Background: an optimization exercise with open tools, aiming at small area. Do not read the settings as production practice. Function was checked by simulation only, so behaviour that the tests miss may differ from the original. The flow treats the clock pin as an ideal source, which a real chip does not have. Power figures rest on the tool's default switching activity, not on a simulated workload.

== tundra ==
## pwmcore
module pwmcore (
    input  wire        clk,
    input  wire        rst,           
    input  wire        cmd_valid,
    input  wire [31:0] cmd_word,
    output reg         resp_valid,
    output wire [31:0] resp_word,
    input  wire [7:0]  ev_in,
    output wire [3:0]  pin_h,
    output wire [3:0]  pin_l,
    output wire        irq_fault,
    output wire [3:0]  irq_match,
    output wire        irq_ovf
);
==> flow/config.mk <==
export PLATFORM = sky130hd
export DESIGN_NAME = pwmcore
export DESIGN_NICKNAME = pwmcore
export VERILOG_FILES = /design/flow/design.v
export SDC_FILE = /design/flow/constraint.sdc
export NUM_CORES = 4
export LEC_CHECK = 0
export ABC_AREA = 1
export CAP_MARGIN = 30
export CORE_MARGIN = 2
export CORE_UTILIZATION = 50
export PLACE_DENSITY = 0.65
export SLEW_MARGIN = 20
==> flow/constraint.sdc <==
create_clock -name core_clock -period 12.0 [get_ports {clk}]
set_input_delay 2.4000 -clock core_clock [delete_from_list [all_inputs] [get_ports {clk}]]
set_output_delay 2.4000 -clock core_clock [all_outputs]
set_load 0.01 [all_outputs]
standard.sh (not shown) runs the stock make flow with config.mk's settings and CLKGATE_MAP_FILE= SYNTH_SCRIPT=/design/flow/synth_recipe.tcl, a recipe that flattens the netlist after the stock synthesis.
==> flow/flow/run.sh <==
#!/bin/bash
# Own layout flow: the standard flow (standard.sh) with these changes:
#  - the ABC step of synthesis uses an area-oriented script (flow/area.abc);
#  - extra ORFS make variables from flow/make_args.txt (one per line):
#    the port buffers' cell and the clock tree options.
# Synthesis passes, registers, floorplan, PDN, placement and routing are
# otherwise the standard flow's. Each tool's log is in orfs/logs/; make's
# own output is in own_flow.log.
set -euo pipefail
W=$(pwd)
{
  echo "proc abc {args} {"
  echo "  set i [lsearch -exact \$args -script]"
  echo "  if {\$i >= 0} { lset args [expr {\$i + 1}] {$W/flow/area.abc} }"
  echo "  yosys abc {*}\$args"
  echo "}"
  cat synth_recipe.tcl
} > own_synth.tcl
grep -q "SYNTH_SCRIPT=[^ ]*synth_recipe.tcl" standard.sh
sed "s#SYNTH_SCRIPT=[^ ]*synth_recipe.tcl#SYNTH_SCRIPT=$W/own_synth.tcl#" standard.sh > own_standard.sh
extra=()
if [[ -f flow/make_args.txt ]]; then
  while IFS= read -r line; do
    [[ -n "$line" ]] && extra+=("$line")
  done < flow/make_args.txt
fi
# standard.sh passes its own arguments to make as the targets; put the
# extra variables first, then the target.
bash own_standard.sh "${extra[@]}" finish > own_flow.log 2>&1
==> flow/flow/area.abc <==
strash
dch -f
map -a
strash
dch -f
map -a
topo
stime -c
==> flow/flow/make_args.txt <==
BUFFER_PORTS_ARGS=-buffer_cell sky130_fd_sc_hd__buf_1
CTS_ARGS=-sink_clustering_enable -repair_clock_nets -dont_use_dummy_load -sink_clustering_size 16 -sink_clustering_max_diameter 60 -buf_list sky130_fd_sc_hd__clkbuf_8
GPL_KEEP_OVERFLOW=0
Edits applied to the flow inputs when going from tundra to onyx:
==> flow/flow/make_args.txt <==
BUFFER_PORTS_ARGS=-buffer_cell sky130_fd_sc_hd__buf_1
CTS_ARGS=-sink_clustering_enable -repair_clock_nets -dont_use_dummy_load
==> comparison <==
- onyx against tundra: number of antenna repair diodes shrank by 1, number of sequential storage elements held steady.
- Looking at launch point of the worst path, the cmd_word[0] result is from onyx; the cmd_word[2] one comes from tundra.
- onyx against tundra; fmax is up by more than 10%.
- onyx reports its slowest stage cell on the critical path as buf_1 while tundra reports clkinv_1.
- Summary of onyx over tundra: final critical delay including setup and external delays moved down; compound-cell area share of the yosys netlist level; worst hold-check slack moved down; setup slack moved up.
diff inputs: onyx => indigo
==> flow/flow/run.sh <==
#!/bin/bash
# Own layout flow: the standard flow, with one change: the ABC step of
# synthesis uses an area-oriented script (flow/area.abc) in place of ORFS's.
# Everything else (synthesis passes, registers, floorplan, PDN, placement,
# CTS, routing) is the standard flow as standard.sh runs it.
set -euo pipefail
W=$(pwd)
{
  echo "proc abc {args} {"
  echo "  set i [lsearch -exact \$args -script]"
  echo "  if {\$i >= 0} { lset args [expr {\$i + 1}] {$W/flow/area.abc} }"
  echo "  yosys abc {*}\$args"
  echo "}"
  cat synth_recipe.tcl
} > own_synth.tcl
grep -q "SYNTH_SCRIPT=[^ ]*synth_recipe.tcl" standard.sh
sed "s#SYNTH_SCRIPT=[^ ]*synth_recipe.tcl#SYNTH_SCRIPT=$W/own_synth.tcl#" standard.sh > own_standard.sh
bash own_standard.sh > own_flow.log 2>&1
removed: flow/flow/make_args.txt
### Flow results
Compared to onyx, indigo has final critical delay including setup and external delays 400 ps higher.
indigo ends up with lower register-to-register slack than onyx does.
indigo vs onyx, worst-path cell with the longest stage delay: clkdlybuf4s50_1 vs buf_1
Looking at largest voltage drop on the vdd net across indigo and onyx, the one that comes out higher is indigo.
Global-route wire length before repair grows slightly when moving from onyx to indigo.
Going from onyx to indigo, met2 layer wire length in the routed design grew by a few percent.
Going from onyx to indigo, total design power up 7.2%; non-clock buffer instance count of the final layout down about 1.9%.
Comparing indigo and onyx, the lower worst hold slack after final layout is on onyx.
Looking at post-route fraction of the period consumed by the critical path, indigo sits 3.3 points higher than onyx does.
Comparing indigo and onyx, the lower final cell count is on onyx.
The critical path endpoint comes out dt_cnt3[7]$_DFFE_PP_ in one run and dt_cnt2[5]$_DFFE_PP_ in the other, namely in indigo and onyx respectively.
Compare indigo and onyx | via density per instance higher: indigo
Relative to indigo, the following input files were edited for juniper:
==> flow/run.sh (new file) <==
#!/bin/bash
# synth_recipe.tcl (not shown) runs the flow's synth.tcl, then flattens the netlist and writes it again
# the make line also repeats each setting of config.mk as NAME=value (left out here)
make -C /OpenROAD-flow-scripts/flow DESIGN_CONFIG=/design/flow/config.mk WORK_HOME=/design/flow/orfs CLKGATE_MAP_FILE= SYNTH_SCRIPT=/design/flow/synth_recipe.tcl finish
removed: flow/flow/run.sh
removed: flow/flow/area.abc
removed: flow/standard.sh
--- outcome ---
juniper finished every step from synthesis to the final layout, and the layout passed the timing, design-rule and antenna checks. Routed length per instance, juniper and indigo: smaller value in juniper. juniper — compound-cell area share of the yosys netlist 6.3 points lower, indigo as reference. juniper ends up with higher net switching power than indigo does. From indigo to juniper the numbers moved as follows: clock buffer count decreased by about 9% relative to the old numbers; power density over the cells decreased by about 5% relative to the old numbers; via count of the routed design increased by 2,769 relative to the old numbers; overall die width increased by 6.7% relative to the old numbers. Global-route usage sits lower in juniper than in indigo.


alpha:
Starting RTL as in the previous note.
export LEC_CHECK = 0
export ABC_AREA = 1
export CAP_MARGIN = 30
export CORE_MARGIN = 2
export CORE_UTILIZATION = 65
export PLACE_DENSITY = 0.75
export SLEW_MARGIN = 20
create_clock -name core_clock -period 12.0 [get_ports {clk}]
==> flow/flow/run.sh <==
#!/bin/bash
# Own layout flow: the standard flow (standard.sh) with these changes:
#  - the ABC step of synthesis uses an area-oriented script (flow/area.abc);
#  - extra ORFS make variables from flow/make_args.txt (one per line):
#    the port buffers' cell and the clock tree options.
# Synthesis passes, registers, floorplan, PDN, placement and routing are
# otherwise the standard flow's. Each tool's log is in orfs/logs/; make's
# own output is in own_flow.log.
set -euo pipefail
W=$(pwd)
{
  echo "proc abc {args} {"
  echo "  set i [lsearch -exact \$args -script]"
  echo "  if {\$i >= 0} { lset args [expr {\$i + 1}] {$W/flow/area.abc} }"
  echo "  yosys abc {*}\$args"
  echo "}"
  cat synth_recipe.tcl
} > own_synth.tcl
grep -q "SYNTH_SCRIPT=[^ ]*synth_recipe.tcl" standard.sh
sed "s#SYNTH_SCRIPT=[^ ]*synth_recipe.tcl#SYNTH_SCRIPT=$W/own_synth.tcl#" standard.sh > own_standard.sh
extra=()
if [[ -f flow/make_args.txt ]]; then
  while IFS= read -r line; do
    [[ -n "$line" ]] && extra+=("$line")
  done < flow/make_args.txt
fi
# standard.sh passes its own arguments to make as the targets; put the
# extra variables first, then the target.
bash own_standard.sh "${extra[@]}" finish > own_flow.log 2>&1
==> flow/flow/area.abc <==
strash
dch -f
map -a
strash
dch -f
map -a
topo
stime -c
==> flow/flow/make_args.txt <==
BUFFER_PORTS_ARGS=-buffer_cell sky130_fd_sc_hd__buf_1
CTS_ARGS=-sink_clustering_enable -repair_clock_nets -dont_use_dummy_load -sink_clustering_size 16 -sink_clustering_max_diameter 60 -buf_list sky130_fd_sc_hd__clkbuf_8
alpha ran to completion and came out clean on the timing, design-rule and antenna checks.
What beta does differently from alpha at the input level:
Settings: CORE_UTILIZATION changed from 65 to 50; PLACE_DENSITY changed from 0.75 to 0.65.
### Flow results
alpha → beta: routed wire length up 3100 um; cell area picked up an extra 260 sq um; final design utilization decreased 16 points; overall global routing resource usage shows a reduction of 7.9 points.
What beta reported for count of inserted tapcells has to be multiplied by 0.75 to get the figure for alpha.
Input changes introduced in gamma (baseline for comparison: beta):
Settings: GPL_TIMING_DRIVEN now 0, previously not set.
### Flow results
Diff beta -> gamma: routability-driven placement congestion ratio higher, sum of internal, switching and leakage power -about 2.3%. gamma ends up with higher number of instances resized during post-cts repair than beta does. Looking at beta and gamma, the sequential share of layout area is a wash. Setup slack: gamma less than beta. Post-synthesis to final-layout area growth, beta and gamma: higher on beta.
What delta does differently from gamma at the input level:
Settings: a deleted GPL_TIMING_DRIVEN that had been 0.
==> flow/flow/make_args.txt <==
BUFFER_PORTS_ARGS=-buffer_cell sky130_fd_sc_hd__buf_1
CTS_ARGS=-sink_clustering_enable -repair_clock_nets -dont_use_dummy_load -sink_clustering_size 30 -sink_clustering_max_diameter 80 -buf_list sky130_fd_sc_hd__clkbuf_16
--- outcome ---
delta leaves more setup margin than gamma. Of the two values seen for launch point of the critical path, cmd_word[0] was produced by delta and cmd_word[10] by gamma. Initial DRC count: delta > gamma. Re top-level port count: no difference whatsoever between delta and gamma. Of the two values seen for critical-path cell with the highest stage delay, buf_1 was produced by delta and clkinv_1 by gamma. Met2 track demand over resource in global routing: delta > gamma.


pwmcore, a different RTL version from the one above (not shown whole).
Size: ~2,000 cells after synthesis, about 90 I/O pins, ~18,000 um^2 of cells after synthesis.
==> flow/config.mk <==
export PLATFORM = sky130hd
export DESIGN_NAME = pwmcore
export DESIGN_NICKNAME = pwmcore
export VERILOG_FILES = /design/flow/design.v
export SDC_FILE = /design/flow/constraint.sdc
export NUM_CORES = 4
export LEC_CHECK = 0
export ABC_AREA = 1
export CAP_MARGIN = 30
export CORE_MARGIN = 2
export CORE_UTILIZATION = 60
export PLACE_DENSITY = 0.7
export SLEW_MARGIN = 20
==> flow/constraint.sdc <==
create_clock -name core_clock -period 12.0 [get_ports {clk}]
set_input_delay 2.4000 -clock core_clock [delete_from_list [all_inputs] [get_ports {clk}]]
set_output_delay 2.4000 -clock core_clock [all_outputs]
set_load 0.01 [all_outputs]
==> flow/flow/run.sh <==
#!/bin/bash
# Own layout flow: the standard flow (standard.sh) with these changes:
#  - the ABC step of synthesis uses an area-oriented script (flow/area.abc);
#  - extra ORFS make variables from flow/make_args.txt (one per line):
#    the port buffers' cell and the clock tree options;
#  - flow/post_cts.tcl, if present, runs after clock tree synthesis
#    (area recovery by downsizing cells with setup slack to spare).
# Synthesis passes, registers, floorplan, PDN, placement and routing are
# otherwise the standard flow's. Each tool's log is in orfs/logs/; make's
# own output is in own_flow.log.
set -euo pipefail
W=$(pwd)
{
  echo "proc abc {args} {"
  echo "  set i [lsearch -exact \$args -script]"
  echo "  if {\$i >= 0} { lset args [expr {\$i + 1}] {$W/flow/area.abc} }"
  echo "  yosys abc {*}\$args"
  echo "}"
  cat synth_recipe.tcl
} > own_synth.tcl
grep -q "SYNTH_SCRIPT=[^ ]*synth_recipe.tcl" standard.sh
sed "s#SYNTH_SCRIPT=[^ ]*synth_recipe.tcl#SYNTH_SCRIPT=$W/own_synth.tcl#" standard.sh > own_standard.sh
extra=()
if [[ -f flow/make_args.txt ]]; then
  while IFS= read -r line; do
    [[ -n "$line" ]] && extra+=("$line")
  done < flow/make_args.txt
fi
if [[ -f flow/post_cts.tcl ]]; then
  extra+=("POST_CTS_TCL=$W/flow/post_cts.tcl")
fi
# standard.sh passes its own arguments to make as the targets; put the
# extra variables first, then the target.
bash own_standard.sh "${extra[@]}" finish > own_flow.log 2>&1
==> flow/flow/area.abc <==
strash
&get -n
&deepsyn -T 60
&put
dch -f
map -a
strash
dch -f
map -a
topo
stime -c
==> flow/flow/make_args.txt <==
BUFFER_PORTS_ARGS=-buffer_cell sky130_fd_sc_hd__buf_1
CTS_ARGS=-sink_clustering_enable -repair_clock_nets -dont_use_dummy_load -sink_clustering_size 16 -sink_clustering_max_diameter 60 -buf_list sky130_fd_sc_hd__clkbuf_8
==> flow/flow/post_cts.tcl <==
# Area recovery after clock tree synthesis: downsize cells on paths with
# setup slack to spare (OpenROAD's power recovery), then legalize again.
estimate_parasitics -placement
repair_timing -recover_power 100 -setup_margin 0.3
detailed_placement
check_placement -verbose
estimate_parasitics -placement
The baseline passed the timing, design-rule and antenna checks.
Edit:
--- a/flow/flow/run.sh
+++ b/flow/flow/run.sh
@@ -3,7 +3,5 @@
 #  - the ABC step of synthesis uses an area-oriented script (flow/area.abc);
 #  - extra ORFS make variables from flow/make_args.txt (one per line):
-#    the port buffers' cell and the clock tree options;
-#  - flow/post_cts.tcl, if present, runs after clock tree synthesis
-#    (area recovery by downsizing cells with setup slack to spare).
+#    the port buffers' cell and the clock tree options.
 # Synthesis passes, registers, floorplan, PDN, placement and routing are
 # otherwise the standard flow's. Each tool's log is in orfs/logs/; make's
@@ -27,7 +25,4 @@
   done < flow/make_args.txt
 fi
-if [[ -f flow/post_cts.tcl ]]; then
-  extra+=("POST_CTS_TCL=$W/flow/post_cts.tcl")
-fi
 # standard.sh passes its own arguments to make as the targets; put the
 # extra variables first, then the target.
removed: flow/flow/post_cts.tcl
Result:
- sequential power stays flat
- clock-buffer cell count is unchanged
- sequential share of layout area stays flat
- routed wire length is about the same
- first-iteration DRC count rose by 0.82%
- total power hardly moves
- flip-flop and latch count stays the same
- global-route usage is about the same
- die area stays the same
- non-clock buffer count fell by 3
- hold slack stays flat
Edit:
==> flow/flow/make_args.txt (replaced) <==
BUFFER_PORTS_ARGS=-buffer_cell sky130_fd_sc_hd__buf_1
CTS_ARGS=-sink_clustering_enable -repair_clock_nets -dont_use_dummy_load -sink_clustering_size 16 -sink_clustering_max_diameter 60 -buf_list {sky130_fd_sc_hd__clkbuf_4 sky130_fd_sc_hd__clkbuf_8}
Die area stays the same; cell count is unchanged; sequential share of layout area is unchanged; count of clock-buffer cells in the layout is unchanged; sequential power is about the same.

## separate check: timing with driven ports
Ports are ideal in the flow. The routed layouts listed here were re-timed in OpenROAD. Step 1: set_driving_cell puts a clkbuf_16 on clk and a buf_2 on each other input, an assumption about the parent block. Step 2 also shifts input and output timing later by t, the mid clock arrival at the registers, as if the neighbouring blocks saw the same clock. Slacks: ideal ports / drivers / drivers and shift; pairs: ideal ports / drivers.
run | t (ns) | setup slack, ns | worst setup path at the end | worst register clock-pin slew, ns
tundra | 0.702 | 0.519 / 0.539 / -0.162 | input to register | 0.11 / 0.11
onyx | 0.619 | 2.552 / 2.577 / 1.959 | input to register | 0.06 / 0.06
indigo | 0.617 | 2.151 / 2.179 / 1.562 | input to register | 0.07 / 0.07
juniper | 0.633 | 2.692 / 2.681 / 2.049 | input to register | 0.07 / 0.07
alpha | 0.661 | 2.393 / 2.393 / 1.884 | input to register | 0.11 / 0.11
beta | 0.658 | 2.586 / 2.606 / 1.948 | input to register | 0.10 / 0.10
gamma | 0.683 | 0.467 / 0.486 / -0.197 | input to register | 0.11 / 0.11
delta | 0.607 | 2.514 / 2.536 / 1.930 | input to register | 0.11 / 0.11
the first run of note 3 | 0.671 | 1.094 / 1.113 / 0.442 | input to register | 0.11 / 0.11
the second run of note 3 | 0.672 | 1.097 / 1.118 / 0.446 | input to register | 0.11 / 0.11
the third run of note 3 | 0.672 | 1.097 / 1.118 / 0.446 | input to register | 0.11 / 0.11
Met with ideal ports but missed after step 2: setup timing in tundra and gamma. The setup slack of tundra, which loses most, moves by +0.020 ns with the drivers and by -0.681 ns with both steps.
